Background: an optimization exercise with open tools, aiming at small area, a short achievable clock period and few clock cycles per item. Do not read the settings as production practice.
The RTL was checked by simulation tests, not by an equivalence proof against the original design.
Power and IR drop assume default switching activity.

[flow/design.v]
module cnet_req_framer #(
    parameter FRAME_CAP = 128,
    parameter NAME_CAP  = 16,
    parameter DATA_CAP  = FRAME_CAP - NAME_CAP - 11,
    parameter ADDR_MAX  = NAME_CAP - 3
) (
    input  wire                    clk,
    input  wire                    rst,
    input  wire                    req_valid,
    output wire                    req_ready,
    input  wire [1:0]              req_kind,       
    input  wire [7:0]              req_station,
    input  wire [3:0]              req_dev,        
    input  wire [2:0]              req_size,       
    input  wire [7:0]              req_count,
    input  wire [3:0]              req_addr_len,   
    input  wire [8*ADDR_MAX-1:0]   req_addr,       
    input  wire [6:0]              req_data_len,   
    input  wire [8*DATA_CAP-1:0]   req_data,       
    output wire                    tx_valid,
    input  wire                    tx_ready,
    output wire [7:0]              tx_data,
    output wire                    tx_last
);
    localparam [2:0] F_IDLE = 3'd0, F_HDR = 3'd1, F_ADDR = 3'd2, F_CNT = 3'd3,
                     F_DATA = 3'd4, F_EOT = 3'd5;
    reg [1:0]            s_kind;
    reg [7:0]            s_station;
    reg [3:0]            s_dev;
    reg [2:0]            s_size;
    reg [7:0]            s_count;
    reg [3:0]            s_alen;
    reg [8*ADDR_MAX-1:0] s_addr;
    reg [6:0]            s_dlen;
    reg [8*DATA_CAP-1:0] s_data;
    reg       ld_en;     
    reg       free;      
    reg [2:0] f_ph;
    reg [6:0] f_idx;
    reg       p_valid;
    reg [7:0] p_byte;
    reg       p_addr;    
    reg       p_data;    
    reg       o_valid, o_last;
    reg [7:0] o_data;
    reg       k_valid, k_last;    
    reg [7:0] k_data;
    assign req_ready = free;
    assign tx_valid  = o_valid;
    assign tx_data   = o_data;
    assign tx_last   = o_last;
    function [7:0] devletter(input [3:0] d);
        case (d)
            4'd0:  devletter = 8'h50;  
            4'd1:  devletter = 8'h4D;  
            4'd2:  devletter = 8'h4B;  
            4'd3:  devletter = 8'h46;  
            4'd4:  devletter = 8'h54;  
            4'd5:  devletter = 8'h43;  
            4'd6:  devletter = 8'h4C;  
            4'd7:  devletter = 8'h4E;  
            4'd8:  devletter = 8'h44;  
            4'd9:  devletter = 8'h55;  
            4'd10: devletter = 8'h5A;  
            4'd11: devletter = 8'h52;  
            default: devletter = 8'h00;
        endcase
    endfunction
    function [7:0] sizeletter(input [2:0] s);
        case (s)
            3'd0: sizeletter = 8'h58;  
            3'd1: sizeletter = 8'h42;  
            3'd2: sizeletter = 8'h57;  
            3'd3: sizeletter = 8'h44;  
            3'd4: sizeletter = 8'h4C;  
            default: sizeletter = 8'h00;
        endcase
    endfunction
    wire [4:0] nl = 5'd3 + {1'b0, s_alen};
    reg [7:0] hdr_byte;
    always @* begin
        case (f_idx[3:0])
            4'd0:  hdr_byte = 8'h05;
            4'd1:  hdr_byte = {4'h3, s_station[7:4]};
            4'd2:  hdr_byte = {4'h3, s_station[3:0]};
            4'd3:  hdr_byte = s_kind[0] ? 8'h57 : 8'h52;
            4'd4:  hdr_byte = 8'h53;
            4'd5:  hdr_byte = s_kind[1] ? 8'h42 : 8'h53;
            4'd6:  hdr_byte = {4'h3, s_count[7:4]};
            4'd7:  hdr_byte = {4'h3, s_count[3:0]};
            4'd8:  hdr_byte = {7'h18, nl[4]};
            4'd9:  hdr_byte = {4'h3, nl[3:0]};
            4'd10: hdr_byte = 8'h25;
            4'd11: hdr_byte = devletter(s_dev);
            default: hdr_byte = sizeletter(s_size);
        endcase
    end
    wire [7:0] addr_byte = s_addr[8*f_idx[3:0] +: 8];
    wire [7:0] data_byte = s_data[8*f_idx +: 8];
    reg [7:0] f_byte;
    always @* begin
        case (f_ph)
            F_ADDR:  f_byte = addr_byte;
            F_DATA:  f_byte = data_byte;
            F_EOT:   f_byte = 8'h04;
            default: f_byte = hdr_byte;
        endcase
    end
    wire [7:0] c_byte = p_data ? {p_byte[7:4] + 4'h3, p_byte[3:0]} : p_byte;
    wire       c_eot  = (c_byte == 8'h04);
    wire       c_emit = p_valid && !((p_addr || p_data) && c_byte == 8'h00);
    wire       kill   = p_valid && (p_addr || p_data) && c_eot;
    wire adv     = !k_valid;              
    wire consume = o_valid && tx_ready;
    wire acc     = req_valid && free;
    wire w_kind    = s_kind[0];
    wire b_kind    = s_kind[1];
    wire has_data  = w_kind && (s_dlen != 7'd0);
    wire [2:0] after_cnt  = has_data ? F_DATA : F_EOT;
    wire [2:0] after_addr = b_kind ? F_CNT : after_cnt;
    wire [2:0] after_hdr  = (s_alen != 4'd0) ? F_ADDR : after_addr;
    wire [6:0] idx_after_addr = b_kind ? 7'd6 : 7'd0;
    reg [2:0] f_ph_n;
    reg [6:0] f_idx_n;
    always @* begin
        f_ph_n  = f_ph;
        f_idx_n = f_idx;
        if (acc) begin
            f_ph_n  = F_HDR;
            f_idx_n = 7'd0;
        end else if (adv && kill) begin
            f_ph_n  = F_IDLE;
        end else if (adv) begin
            case (f_ph)
                F_HDR: begin
                    f_idx_n = f_idx + 7'd1;
                    if (f_idx[3:0] == 4'd5 && b_kind)
                        f_idx_n = 7'd8;
                    else if (f_idx[3:0] == 4'd12) begin
                        f_ph_n  = after_hdr;
                        f_idx_n = (s_alen != 4'd0) ? 7'd0 : idx_after_addr;
                    end
                end
                F_ADDR: begin
                    f_idx_n = f_idx + 7'd1;
                    if (f_idx[3:0] + 4'd1 == s_alen) begin
                        f_ph_n  = after_addr;
                        f_idx_n = idx_after_addr;
                    end
                end
                F_CNT: begin
                    f_idx_n = f_idx + 7'd1;
                    if (f_idx[0]) begin
                        f_ph_n  = after_cnt;
                        f_idx_n = 7'd0;
                    end
                end
                F_DATA: begin
                    f_idx_n = f_idx + 7'd1;
                    if (f_idx + 7'd1 == s_dlen)
                        f_ph_n = F_EOT;
                end
                F_EOT:   f_ph_n = F_IDLE;
                default: f_ph_n = F_IDLE;
            endcase
        end
    end
    reg       o_valid_n, k_valid_n;
    always @* begin
        o_valid_n = o_valid;
        k_valid_n = k_valid;
        if (k_valid) begin
            if (consume) k_valid_n = 1'b0;
        end else if (c_emit) begin
            if (!o_valid || consume) o_valid_n = 1'b1;
            else                     k_valid_n = 1'b1;
        end else if (consume) begin
            o_valid_n = 1'b0;
        end
    end
    always @(posedge clk) begin
        if (ld_en) begin
            s_kind    <= req_kind;
            s_station <= req_station;
            s_dev     <= req_dev;
            s_size    <= req_size;
            s_count   <= req_count;
            s_alen    <= req_addr_len;
            s_addr    <= req_addr;
            s_dlen    <= req_data_len;
            s_data    <= req_data;
        end
        if (adv) begin
            p_byte <= f_byte;
            p_addr <= (f_ph == F_ADDR);
            p_data <= (f_ph == F_DATA);
        end
        if (k_valid) begin
            if (consume) begin
                o_data <= k_data;
                o_last <= k_last;
            end
        end else if (c_emit) begin
            if (!o_valid || consume) begin
                o_data <= c_byte;
                o_last <= c_eot;
            end else begin
                k_data <= c_byte;
                k_last <= c_eot;
            end
        end
        if (rst) begin
            f_ph    <= F_IDLE;
            f_idx   <= 7'd0;
            p_valid <= 1'b0;
            o_valid <= 1'b0;
            k_valid <= 1'b0;
            ld_en   <= 1'b1;
            free    <= 1'b1;
        end else begin
            f_ph    <= f_ph_n;
            f_idx   <= f_idx_n;
            if (adv)
                p_valid <= (f_ph != F_IDLE) && !kill;
            o_valid <= o_valid_n;
            k_valid <= k_valid_n;
            ld_en   <= (f_ph_n == F_IDLE) || (f_ph_n == F_EOT);
            free    <= (f_ph_n == F_IDLE) || (f_ph_n == F_EOT && !k_valid_n);
        end
    end
endmodule
[flow/config.mk]
export PLATFORM = sky130hd
export DESIGN_NAME = cnet_req_framer
export DESIGN_NICKNAME = cnet_req_framer
export VERILOG_FILES = /design/flow/design.v
export SDC_FILE = /design/flow/constraint.sdc
export NUM_CORES = 4
export LEC_CHECK = 0
export CAP_MARGIN = 20
export CORE_MARGIN = 2
export CORE_UTILIZATION = 40
export SLEW_MARGIN = 20
[flow/run.sh]
#!/bin/bash
# synth_recipe.tcl (not shown) runs the flow's synth.tcl, then flattens the netlist and writes it again
# the make line also repeats each setting of config.mk as NAME=value (left out here)
make -C /OpenROAD-flow-scripts/flow DESIGN_CONFIG=/design/flow/config.mk WORK_HOME=/design/flow/orfs CLKGATE_MAP_FILE= SYNTH_SCRIPT=/design/flow/synth_recipe.tcl finish
[flow/constraint.sdc]
create_clock -name core_clock -period 10.0 [get_ports {clk}]
set_input_delay 2.0000 -clock core_clock [delete_from_list [all_inputs] [get_ports {clk}]]
set_output_delay 2.0000 -clock core_clock [all_outputs]
set_load 0.01 [all_outputs]
==> summary.md <==
| Metric | Value |
|---|---|
| Run status | `complete, no violations` |
| CP endpoint kind | `flip-flop` |
| Detailed placement HPWL | `between 90,000 and 100,000 um` |
| Clk slew on worst S/H paths | `0.06 ns` |
| CTS tree | `built` |
| WP data arrival | `around 4.8 ns` |
| Gr ovfl total | `0` |
| Largest family of logic cells by synthesized area | `multiplexers` |
| Vias per cell | `approximately 5.4` |
| Skew final | `0.03057 ns` |
| Syn avg cell area | `21.13 um^2` |
| # DRC | `0` |
| Period utilization | `0.4339` |
| IO Port Bufs | `about 960` |
| Vias in the first global route | `24,430` |
| Cts hold-fix bufs | `0` |
| # resized after CTS | `0` |
| Slew Viols, Final | `0` |
| DR iter-0 viols | `2,278` |
| Antenna Nets Post-Route | `0` |
| Worst Hold Class | `reg2reg` |
| Post-synthesis mux area share | `0.1578` |
| Synth Area in Simple Gates | `0.02651` |
| Seq. cell area | `approximately 30,000 um^2` |
| First-pass GRT wire length | `185,400 um` |
| CP startpoint kind | `flip-flop` |
| CTS root buf | `clkbuf_16` |
| Fmax | `between 200 and 250 MHz` |
| Multi-input logic area | `8939 um^2` |
| DR vias | `roughly 23,000` |
| Setup_tns | `0 ns` |
| Unrepaired setup endpoints after global routing | `false` |
| Tightest Pin Transition | `1.138 ns` |
| PD cells | `between 150 and 200 nW/um^2` |
| Fill cells | `7,567` |
| Synth async-reset ratio | `0` |
| Core area | `a little under 100,000 um^2` |
| GPL Wtd Cong | `0.8699` |
| Overall Global Routing Usage | `0.2621` |
| Setup CP Type | `reg2reg` |
| DRT Wirelength | `133,700 um` |
| Final worst hold slack | `0.4873 ns` |
| Worst VDD drop | `about 0.13 mV` |
| Leakage | `approximately 18 nW` |
| Compound-Gate Fraction of Synth Area | `0.03413` |
| Routed WL per cell | `31.39 um` |
| Number of flops mapped to enable cells by yosys | `976` |
| Layout Nets | `about 3,800` |
| Number of failing hold endpoints at the final stage | `0` |
| Setup repair bufs after CTS | `0` |
| #FFs+latches synth | `997` |
| Total CTS buffers | `106` |
| Site Rows | `115` |
| H-tree depth | `3` |
| Setup violators final | `0` |
| CTS sink count | `997` |
| Sequential cell area fraction in the yosys report | `0.7551` |
| Die area | `100,900 um^2` |
| Max-Cap Viols | `0` |
| Largest net degree at the start of global routing | `220` |
| Net Count, Synth | `2,826` |
| Max Root-Sink Buffers | `3` |
| DIE HEIGHT | `317.7 um` |
| Synth Area in XOR/XNOR | `0.005022` |
| Final instance area | `approximately 54,000 um^2` |
| Width of the die | `317.7 um` |
| Critical Path RT | `10.42 ns` |
| Top_reg_cell synth | `edfxtp_1` |
| DP Area | `50,280 um^2` |
| Share of cells above drive strength 1 | `0.1504` |
| Layout area overhead | `36.67%` |
| Worst-Skew Late Latency | `0.71 ns` |
| Yosys cell types | `75` |
| Cell Area, Synth | `39,370 um^2` |
| Adder-Cell Fraction of Synth Area | `0.003496` |
| Initial core utilization | `0.4018` |
| Max FO, Critical Path | `about 110` |
| Cells after Synth | `1,863` |
| First drt pass iteration count | `5` |
| I/O Pins | `963` |
| Reg2Reg Setup Slack | `~5.7 ns` |
| Initial antenna violation count | `50` |
| Slew HR | `0.2410` |
| Synth warn | `1` |
| Min cycle time layout | `4.339 ns` |
-- cell families after synthesis --
kind of cell,after synthesis
DFF,997
adders and majority gates,11
buffers and inverters,125
xor gates and xnor gates,21
and+or+nand+nor,216
muxes,296
AOI/OAI and AO/OA,197
-- registers in the layout (all words and copies together) (netlist names), 2 cells and up, named ones only --
name / flops
s_count: 8
s_dev: 4
s_alen: 4
p_byte: 8
s_addr: 104
s_station: 8
s_kind: 2
f_idx: 7
o_data: 8
f_ph: 3
k_data: 8
s_data: 808
s_size: 3
s_dlen: 7
-- cells in the final DEF (no fill, tap or decap), types with 6 or more instances in the layout --
cell,n
nor2b_1,10
a22oi_1,17
mux4_1,14
o211ai_1,12
a221oi_1,10
clkinv_1,27
nand2b_1,11
clkdlybuf4s50_1,962
clkbuf_1,26
xnor2_1,13
buf_4,21
mux2i_1,26
dfxtp_4,6
o22ai_1,7
and2_1,7
a31oi_1,12
diode_2,26
edfxtp_1,976
nand3_1,13
mux2_2,16
nand2_1,80
clkinv_2,15
xor2_1,7
bufinv_16,10
inv_1,19
ha_1,11
nor2_1,49
a211oi_1,7
mux4_2,240
a21oi_1,35
dfxtp_1,14
o21ai_0,41
clkbuf_16,107
nor3_1,15
-- final timing paths --
path	depth (start not counted)	from	end
max	9	f_idx[0]	p_byte[2]
min	0	p_byte[0]	k_data[0]
max reg2reg	9	f_idx[0]	p_byte[2]
min reg2reg	0	p_byte[0]	k_data[0]
-- report_power, final --
group | total (W) | switching (W) | internal (W)
Sequential | 0.00508 | 0.000118 | 0.00496
Combinational | 0.000932 | 0.000368 | 0.000564
Clock | 0.00388 | 0.00165 | 0.00223
Total | 0.00989 | 0.00213 | 0.00776
-- cells in the mapped netlist, types with 3 or more instances --
| cell type | n | share of area |
|---|---|---|
| o211ai_1 | 12 | 0.0023 |
| a211oi_1 | 7 | 0.0013 |
| and2_1 | 7 | 0.0011 |
| or4_1 | 3 | 0.00057 |
| nand2_1 | 80 | 0.0076 |
| dfxtp_1 | 21 | 0.011 |
| mux2i_1 | 26 | 0.0066 |
| edfxtp_1 | 976 | 0.74 |
| a311oi_1 | 4 | 0.00089 |
| mux4_1 | 14 | 0.0093 |
| xor2_1 | 7 | 0.0016 |
| o221ai_1 | 5 | 0.0011 |
| o21ai_1 | 4 | 0.00051 |
| a21oi_1 | 35 | 0.0044 |
| a2111oi_0 | 3 | 0.00067 |
| nor2b_1 | 10 | 0.0016 |
| a22oi_1 | 17 | 0.0032 |
| buf_2 | 32 | 0.0041 |
| a221oi_1 | 10 | 0.0022 |
| mux2_2 | 16 | 0.0046 |
| a211o_1 | 3 | 0.00067 |
| o31ai_1 | 4 | 0.00076 |
| inv_1 | 19 | 0.0018 |
| nor2_1 | 50 | 0.0048 |
| ha_1 | 11 | 0.0035 |
| xnor2_1 | 13 | 0.0029 |
| a21o_1 | 3 | 0.00057 |
| buf_4 | 11 | 0.0021 |
| nor4_1 | 5 | 0.00079 |
| clkbuf_1 | 32 | 0.0031 |
| nor3b_1 | 3 | 0.00057 |
| nand2b_1 | 11 | 0.0017 |
| o22ai_1 | 7 | 0.0011 |
| a31oi_1 | 12 | 0.0019 |
| nand3_1 | 13 | 0.0017 |
| a32oi_1 | 3 | 0.00067 |
| nor3_1 | 15 | 0.0019 |
| buf_1 | 10 | 0.00095 |
| buf_6 | 16 | 0.0046 |
| and3_1 | 5 | 0.00079 |
| mux4_2 | 240 | 0.14 |
| o21ai_0 | 41 | 0.0052 |
| a41oi_1 | 3 | 0.00067 |
-- critical path: stages (launching register included) --
cell	delay, ns
dfxtp_4	0.71
buf_12	0.53
ha_1	0.80
nor2_1	0.11
a21oi_1	0.34
o22ai_1	0.14
nor4_1	0.70
nand2_1	0.11
a21oi_1	0.17
o211ai_1	0.11
-- through the flow --
stage | instances | worst slack [ns] | power [W] | utilization
3_3_place_gp | 4036 | 5.257 | 0.006073 | 0.5132
2_1_floorplan | 1863 | 1.871 | 0.005549 | -
6_report | 4259 | 5.661 | 0.009891 | 0.5491
5_1_grt | 4256 | 5.306 | 0.01022 | 0.5490
3_5_place_dp | 4036 | 5.216 | 0.006101 | 0.5132
4_1_cts | 4231 | 5.202 | 0.009988 | 0.5480
-- layer usage --
layer,track usage,up-vias,routed length [um]
met5,0,-,149
li1,-,9856,-
met2,0.4649,990,70890
met3,0.06471,190,9085
met4,0.07503,26,3260
met1,0.3169,12060,50300
-- area by class of cell --
class | instances | area share
multi-input combinational | 741 | 0.1661
tap | 1287 | 0.02993
antenna | 26 | 0.001209
timing repair buffer | 991 | 0.1847
inverter | 22 | 0.001628
clock inverter | 61 | 0.01156
sequential | 997 | 0.5530
clock buffer | 134 | 0.05184
Testbench counts, summed over its fixed seeds: cycles 73,697, items 1,600.

[afterwards: timing with drivers on the ports]
In the flow no input, the clock included, has a driving cell. The finished layout below was timed again as built, in two steps.
Step 1 sets driving cells, clkbuf_16 on the clock port and buf_2 on the other inputs (assumed; they add their load-dependent delay and slew).
Step 2 moves the port delays by t, midway between the first and last clock arrival at a register: inputs arrive t later, outputs are due t later. That takes back most of the time a late clock gives input paths.
a / b / c = ideal / step 1 / step 2; a / b = the first two.
t, ns: 0.764
setup WS [ns]: 5.661 / 5.661 / 5.661
hold slack, ns: 0.487 / 0.487 / 0.487
worst data-port slew with drivers (ns): 0.20
After both steps this run still meets setup and hold. For this run, drivers alone change the setup slack by 0.000 ns; drivers and shift together by 0.000 ns.
